Source: an optimization exercise on an open RTL-to-GDS flow (aim: small area, a short achievable clock period and few clock cycles per item). Production flows keep margins and buffers that such runs may drop.
Function was checked by simulation only, so behaviour that the tests miss may differ from the original.
Power and IR drop assume default switching activity.

$ cat flow/run.sh
#!/bin/bash
# synth_recipe.tcl (not shown) runs the flow's synth.tcl, then flattens the netlist and writes it again
# the make line also repeats each setting of config.mk as NAME=value (left out here)
make -C /OpenROAD-flow-scripts/flow DESIGN_CONFIG=/design/flow/config.mk WORK_HOME=/design/flow/orfs CLKGATE_MAP_FILE= SYNTH_SCRIPT=/design/flow/synth_recipe.tcl finish
$ cat flow/design.v
`timescale 1ns/1ps
module s8b_encoder (
    input  wire        clk,
    input  wire        rst,
    input  wire        in_valid,
    output wire        in_ready,
    input  wire [31:0] in_data,
    output wire        out_valid,
    input  wire        out_ready,
    output wire [63:0] out_word,
    output wire        out_last
);
    localparam DEPTH = 60;
    localparam [1:0] S_DECIDE = 2'd0,
                     S_PACK   = 2'd1,
                     S_OUT    = 2'd2;
    function [6:0] s8b_n;
        input [3:0] s;
        case (s)
            4'd2:  s8b_n = 7'd60;
            4'd3:  s8b_n = 7'd30;
            4'd4:  s8b_n = 7'd20;
            4'd5:  s8b_n = 7'd15;
            4'd6:  s8b_n = 7'd12;
            4'd7:  s8b_n = 7'd10;
            4'd8:  s8b_n = 7'd8;
            4'd9:  s8b_n = 7'd7;
            4'd10: s8b_n = 7'd6;
            4'd11: s8b_n = 7'd5;
            4'd12: s8b_n = 7'd4;
            4'd13: s8b_n = 7'd3;
            4'd14: s8b_n = 7'd2;
            default: s8b_n = 7'd1;
        endcase
    endfunction
    function [6:0] s8b_b;
        input [3:0] s;
        case (s)
            4'd2:  s8b_b = 7'd1;
            4'd3:  s8b_b = 7'd2;
            4'd4:  s8b_b = 7'd3;
            4'd5:  s8b_b = 7'd4;
            4'd6:  s8b_b = 7'd5;
            4'd7:  s8b_b = 7'd6;
            4'd8:  s8b_b = 7'd7;
            4'd9:  s8b_b = 7'd8;
            4'd10: s8b_b = 7'd10;
            4'd11: s8b_b = 7'd12;
            4'd12: s8b_b = 7'd15;
            4'd13: s8b_b = 7'd20;
            4'd14: s8b_b = 7'd30;
            default: s8b_b = 7'd60;
        endcase
    endfunction
    function [5:0] bw;
        input [31:0] v;
        integer i;
        begin
            bw = 6'd0;
            for (i = 0; i < 32; i = i + 1)
                if (v[i]) bw = i + 1;
        end
    endfunction
    reg [31:0] buffer [0:DEPTH-1];
    reg [6:0]  cnt;           
    reg [6:0]  pos_in_blk;    
    reg [1:0]  state;
    reg [3:0]  sel_r;
    reg [6:0]  b_r;
    reg [6:0]  left_r;        
    reg [6:0]  bitpos;
    reg [59:0] payload;
    reg        last_r;
    wire [7:0] rem  = 8'd128 - {1'b0, pos_in_blk};
    wire [7:0] need = (rem < 8'd60) ? rem : 8'd60;
    wire       have_enough = ({1'b0, cnt} >= need);
    reg [5:0]  width [0:DEPTH-1];
    reg [15:0] fits;
    reg [3:0]  dec_sel;
    reg [6:0]  dec_n;
    reg [6:0]  dec_m;
    integer k, s;
    always @(*) begin
        for (k = 0; k < DEPTH; k = k + 1)
            width[k] = bw(buffer[k]);
        fits = 16'd0;
        for (s = 2; s < 16; s = s + 1) begin
            fits[s] = 1'b1;
            for (k = 0; k < DEPTH; k = k + 1)
                if (k < s8b_n(s) && k < rem && {1'b0, width[k]} > s8b_b(s))
                    fits[s] = 1'b0;
        end
        dec_sel = 4'd15;
        for (s = 14; s >= 2; s = s - 1)
            if (fits[s]) dec_sel = s;
        dec_n = s8b_n(dec_sel);
        dec_m = ({1'b0, dec_n} < rem) ? dec_n : rem[6:0];
    end
    wire pop  = (state == S_PACK);
    wire push = in_valid && in_ready;
    assign in_ready = (cnt < DEPTH);
    integer j;
    always @(posedge clk) begin
        for (j = 0; j < DEPTH; j = j + 1) begin
            if (pop) begin
                if (push && (j == cnt - 1))
                    buffer[j] <= in_data;
                else if (j < DEPTH - 1)
                    buffer[j] <= buffer[j + 1];
            end else if (push && (j == cnt)) begin
                buffer[j] <= in_data;
            end
        end
    end
    always @(posedge clk) begin
        if (rst)
            cnt <= 7'd0;
        else
            cnt <= cnt - {6'd0, pop} + {6'd0, push};
    end
    wire [91:0] shifted = {60'd0, buffer[0]} << bitpos;
    always @(posedge clk) begin
        if (rst) begin
            state      <= S_DECIDE;
            pos_in_blk <= 7'd0;
            sel_r      <= 4'd0;
            b_r        <= 7'd0;
            left_r     <= 7'd0;
            bitpos     <= 7'd0;
            payload    <= 60'd0;
            last_r     <= 1'b0;
        end else begin
            case (state)
                S_DECIDE: begin
                    if (have_enough) begin
                        sel_r   <= dec_sel;
                        b_r     <= s8b_b(dec_sel);
                        left_r  <= dec_m;
                        bitpos  <= 7'd0;
                        payload <= 60'd0;
                        last_r  <= ({1'b0, dec_m} == rem);
                        state   <= S_PACK;
                    end
                end
                S_PACK: begin
                    payload    <= payload | shifted[59:0];
                    bitpos     <= bitpos + b_r;
                    left_r     <= left_r - 7'd1;
                    pos_in_blk <= pos_in_blk + 7'd1;    
                    if (left_r == 7'd1)
                        state <= S_OUT;
                end
                S_OUT: begin
                    if (out_ready)
                        state <= S_DECIDE;
                end
                default: state <= S_DECIDE;
            endcase
        end
    end
    assign out_valid = (state == S_OUT);
    assign out_word  = {sel_r, payload};
    assign out_last  = last_r;
endmodule
$ cat flow/constraint.sdc
create_clock -name core_clock -period 8.0 [get_ports {clk}]
set_input_delay 1.6000 -clock core_clock [delete_from_list [all_inputs] [get_ports {clk}]]
set_output_delay 1.6000 -clock core_clock [all_outputs]
set_load 0.01 [all_outputs]
$ cat flow/config.mk
export PLATFORM = sky130hd
export DESIGN_NAME = s8b_encoder
export DESIGN_NICKNAME = s8b_encoder
export VERILOG_FILES = /design/flow/design.v
export SDC_FILE = /design/flow/constraint.sdc
export NUM_CORES = 4
export LEC_CHECK = 0
export CAP_MARGIN = 20
export CORE_MARGIN = 2
export CORE_UTILIZATION = 40
export SLEW_MARGIN = 20
==> summary.txt <==
## layer usage
metal / track usage [%] / up-vias
met5: 0 / -
met4: 8.900 / 2
met3: 4.810 / 584
met2: 39.17 / 2728
met1: 32.92 / 34280
li1: - / 30260
## placed cells by master (no fill, tap or decap), drive strengths merged, types with 50 or more instances in the layout
master and instances:
a21oi 325, buf 183, clkbuf 260, clkdlybuf4s50 69, clkinv 116, dfxtp 101, edfxtp 1920, inv 196
mux2 1869, nand2 294, nand2b 59, nand3 60, nand4 98, nor2 548, nor3 226, nor4 367
o21ai 297, o31ai 54, or3 50, or4 55
## stage by stage
step,util [%],cell area [sq um]
2_1_floorplan,-,102100
3_3_place_gp,42.35,107500
3_5_place_dp,42.40,107700
4_1_cts,45.14,114600
5_1_grt,45.21,114800
6_report,45.21,114800
## final cells by class
cell class,instances,area (sq um)
antenna,6,15.01
clock buffer,260,5549
clock inverter,136,1398
fill,22400,139100
inverter,198,744.5
multi-input combinational,5034,40960
sequential,2021,59680
tap,3366,4212
timing repair buffer,252,2252
## state kept, by name, indices dropped and copies added (netlist names)
name / count
state: 2
payload: 60
left_r: 7
last_r: 1
b_r: 6
bitpos: 7
cnt: 7
pos_in_blk: 7
buffer: 1920
sel_r: 4
## critical path, delay by kind of cell (launching register included)
family	cells	cell delay [ps]
buf+inv	2	190
flops	1	460
mux	1	270
simple gates	9	2610
fa+ha+maj	2	580
compound gates	11	2810
## synth_stat cells (17+ instances only)
master                      number  area (sq um)
sky130_fd_sc_hd__mux2i_1        35         350.3
sky130_fd_sc_hd__nor2b_1        37         231.5
sky130_fd_sc_hd__inv_1         189         709.4
sky130_fd_sc_hd__o21a_1         20         150.1
sky130_fd_sc_hd__a21o_1         19         142.6
sky130_fd_sc_hd__o311ai_0       21         183.9
sky130_fd_sc_hd__a2111oi_0      28         245.2
sky130_fd_sc_hd__o221ai_1       22         192.7
sky130_fd_sc_hd__mux2_2       1869         21050
sky130_fd_sc_hd__o21ai_0       289          1446
sky130_fd_sc_hd__o211ai_1       27         202.7
sky130_fd_sc_hd__o31a_1         19         166.4
sky130_fd_sc_hd__nor2_1        546          2049
sky130_fd_sc_hd__o21bai_1       23         172.7
sky130_fd_sc_hd__a221oi_1       22         192.7
sky130_fd_sc_hd__o41ai_1        17         148.9
sky130_fd_sc_hd__nand2_1       293          1100
sky130_fd_sc_hd__a21oi_1       323          1617
sky130_fd_sc_hd__nand4_1        98         613.1
sky130_fd_sc_hd__nor3_1        223          1116
sky130_fd_sc_hd__edfxtp_1     1920         57660
sky130_fd_sc_hd__dfxtp_1       101          2022
sky130_fd_sc_hd__clkbuf_1      449          1685
sky130_fd_sc_hd__xnor2_1        21         183.9
sky130_fd_sc_hd__ha_1           49         613.1
sky130_fd_sc_hd__buf_1          20         75.07
sky130_fd_sc_hd__nor4_1        361          2258
sky130_fd_sc_hd__or3_1          46         287.8
sky130_fd_sc_hd__a211oi_1       39         292.8
sky130_fd_sc_hd__a31oi_1        47         294.0
sky130_fd_sc_hd__o31ai_1        54         405.4
sky130_fd_sc_hd__nand2b_1       59         369.1
sky130_fd_sc_hd__nand3_1        60         300.3
sky130_fd_sc_hd__or4_1          51         382.9
sky130_fd_sc_hd__o22ai_1        37         231.5
sky130_fd_sc_hd__mux4_2         20         450.4
## power breakdown
group / internal (mW) / switching [mW]
clock: 5.48 / 4.39
sequential: 14.1 / 1.42
combinational: 2.95 / 4.43
## worst paths after layout
check | to | cells past startpoint
max | left_r[3]$_SDFFE_PP0P_ | 25
min | payload[31]$_SDFFE_PP0P_ | 2
max reg2reg | left_r[3]$_SDFFE_PP0P_ | 25
min reg2reg | payload[31]$_SDFFE_PP0P_ | 2
## cells by family (layout without fill, tap and decap cells)
logic type	count (synthesis)	in the layout	synth area share, %
DFF	2021	2021	58.45
other	1	7	0.003673
AOI/OAI and AO/OA	1142	1142	7.171
adders and majority gates	51	51	0.6397
xor gates and xnor gates	27	27	0.2390
buffers and inverters	687	846	2.626
muxes	1926	1926	21.45
and+or+nand+nor	1887	1887	9.426
==> flow_results.org <==
** Outcome
- Result of the run :: timing/DRC/antenna clean

** Place
- IO Port Bufs :: between 100 and 150
- Placer Congestion :: 0.9556
- Before CTS, the worst setup slack after placement is between 900 and 1000 ps.
- Cell total after placement :: 10870
- HPWL after detailed placement :: around 220000 um

** Power
- Max rail drop VDD :: between 200 and 300 uV
- Total power for the finished layout comes to 32.74 mW.
- For this design the ratio of total power to cell area is ~290 nW/um^2.
- In this run the static leakage power is approximately 36 nW.

** Clock network
- CTS tree :: done
- Number of H-tree branching levels :: 4
- The tree is rooted in a sky130_fd_sc_hd__clkbuf_16.
- The number of gates resized after CTS was 0.
- The number of clock buffers added by TritonCTS is 215.
- Setup Buffers After CTS :: 0
- The clock passes through at most 3 buffers.
- CTS saw about 2000 sinks.
- Buffers inserted to repair hold after CTS numbered 0.
- At the later pin of the worst-skew pair, clock insertion delay measures approximately 940 ps.
- Clock-pin slew was measured on the worst setup and hold paths at ~60 ps.

** Die
- Die boundary width :: 509.2 um
- During I/O placement, the number of pins put on the boundary was 103.
- After floorplanning, the core was divided into 185 placement rows.
- Die span in y :: between 500 and 600 um
- The core region is between 200000 and 300000 sq um.
- The die covers 259300 sq um.
- Initial cell density of the core :: 40.21%

** Detailed routing
- The first detailed-routing pass took 6 iterations.
- Across all layers, the routed design uses 67860 vias.
- The count of nets left with antenna violations once routing finished came out at 0.
- Violation count after the first detailed-routing iteration :: 7606
- For this block, wires on met1 add up to 137300 um.
- Via density per instance :: ~6.0
- Sum of met2 wire segment lengths after detailed routing :: 148900 um
- Detailed route wirelength on metal3 :: 24780 um
- Total wire length after detailed routing :: 323500 um
- After detailed routing, the number of remaining DRC violations is 0.
- Routed signal wires occupy layers up through met5.
- Wire length per cell :: around 29 um

** Setup path
- Maximum cell stage delay along the critical path :: 710 ps
- In this run the worst path has a maximum fanout of 11.
- Among all stages on the critical path, the largest delay is contributed by sky130_fd_sc_hd__a2111oi_0.
- The worst setup path is captured at a flop.
- Sort of element at the start of the critical path :: flop
- Tracing the worst setup path back leads to its startpoint at buffer[9][21]$_DFFE_PP_.
- The worst register-to-register path begins at buffer[9][21]$_DFFE_PP_.
- Register-to-register setup slack :: around 850 ps
- For the worst setup path, the data required time is a little under 9000 ps.
- At the worst endpoint, the arrival time is a little under 8000 ps.
- Critical path class :: reg2reg

** Synth
- Yosys printed 3 warnings.
- Number of different library cells in the post-synthesis netlist :: 115
- Post-synthesis instance total :: 7742
- For this run, the register share of the synthesized area comes to 58.45%.
- Netlist Area Pre-Place :: 102100 sq um
- Synthesis-stage register bit count :: ~2000
- In the synthesized netlist the dominant register cell turns out to be sky130_fd_sc_hd__edfxtp_1.
- Post-synth EDFFs :: approximately 1900
- Counting flops with an async set or reset pin after synthesis yields a share of 0%.
- Mean cell area of the mapped netlist :: 13.19 sq um
- The number of nets handed over by synthesis was 7829.

** Timing
- Across the routed clock network, the largest skew measured is 116.8 ps.
- Max Freq :: 139.8 MHz
- Setup slack after layout :: 849.4 ps
- For the final routed database, the setup TNS stands at 0 ps.
- Count of final hold-check violations :: 0
- The clock period could shrink to 7151 ps.
- Hold is met by 467.9 ps.
- The number of pins exceeding their max-slew limit in the final report was 0.
- Number of endpoints failing setup at the final stage :: 0
- Setup repair after global routing left no endpoint under its margin.
- Worst slew margin :: about an eighth
- Final period util :: roughly 89%
- Slew of the pin with the lowest slew margin :: 1300 ps

** Hold path
- The min-delay analysis places its worst path in the category reg2reg.
- Startpoint of the lowest-slack hold path :: payload[31]$_SDFFE_PP0P_

** Global routing
- GR Util All Layers :: between 20% and 30%
- The number of global-route vias before repair was 67830.
- The first global-routing pass estimated 471100 um of wire.
- Maximum number of pins on one net before global-route repair :: 78
- Total global routing overflow :: 0
- Antenna violations before repair :: 19

** Final layout
- Share of final-layout standard cells stronger than drive strength 1 :: 32.69%
- Post-Layout Cell Count :: 11270
- Relative to the synthesized area, the layout overhead comes to 12.44%.
- After the last flow step, the layout net total stands at 7809.

** Flow run
- Number of violations of the max-capacitance limit :: 0
Testbench counts, summed over its fixed seeds: cycles 36,324, items 24,576.

==> what the ideal ports hide <==
In the flow no input, the clock included, has a driving cell. The finished layout below was timed again as built, in two steps.
Step 1 assumes that a clkbuf_16 drives the clock port and a buf_2 every other input.
Step 2, shift: input delay + t, output delay - t, t = (earliest + latest rising clock arrival at the registers) / 2. This alone moves slack from input paths to output paths.
a / b / c = ideal ports / drivers / drivers and shift; a / b = the first two.
shift t [ns]: 0.969
slack for setup (ns): 0.849 / 0.849 / 0.849
worst setup path at the end: register to register
clock arrival spread, ns: 0.127 / 0.127
worst register clock-pin slew, ns: 0.07 / 0.07
After both steps setup and hold are still met in this run. For this run, drivers alone change the setup slack by 0.000 ns; drivers and shift together by 0.000 ns.
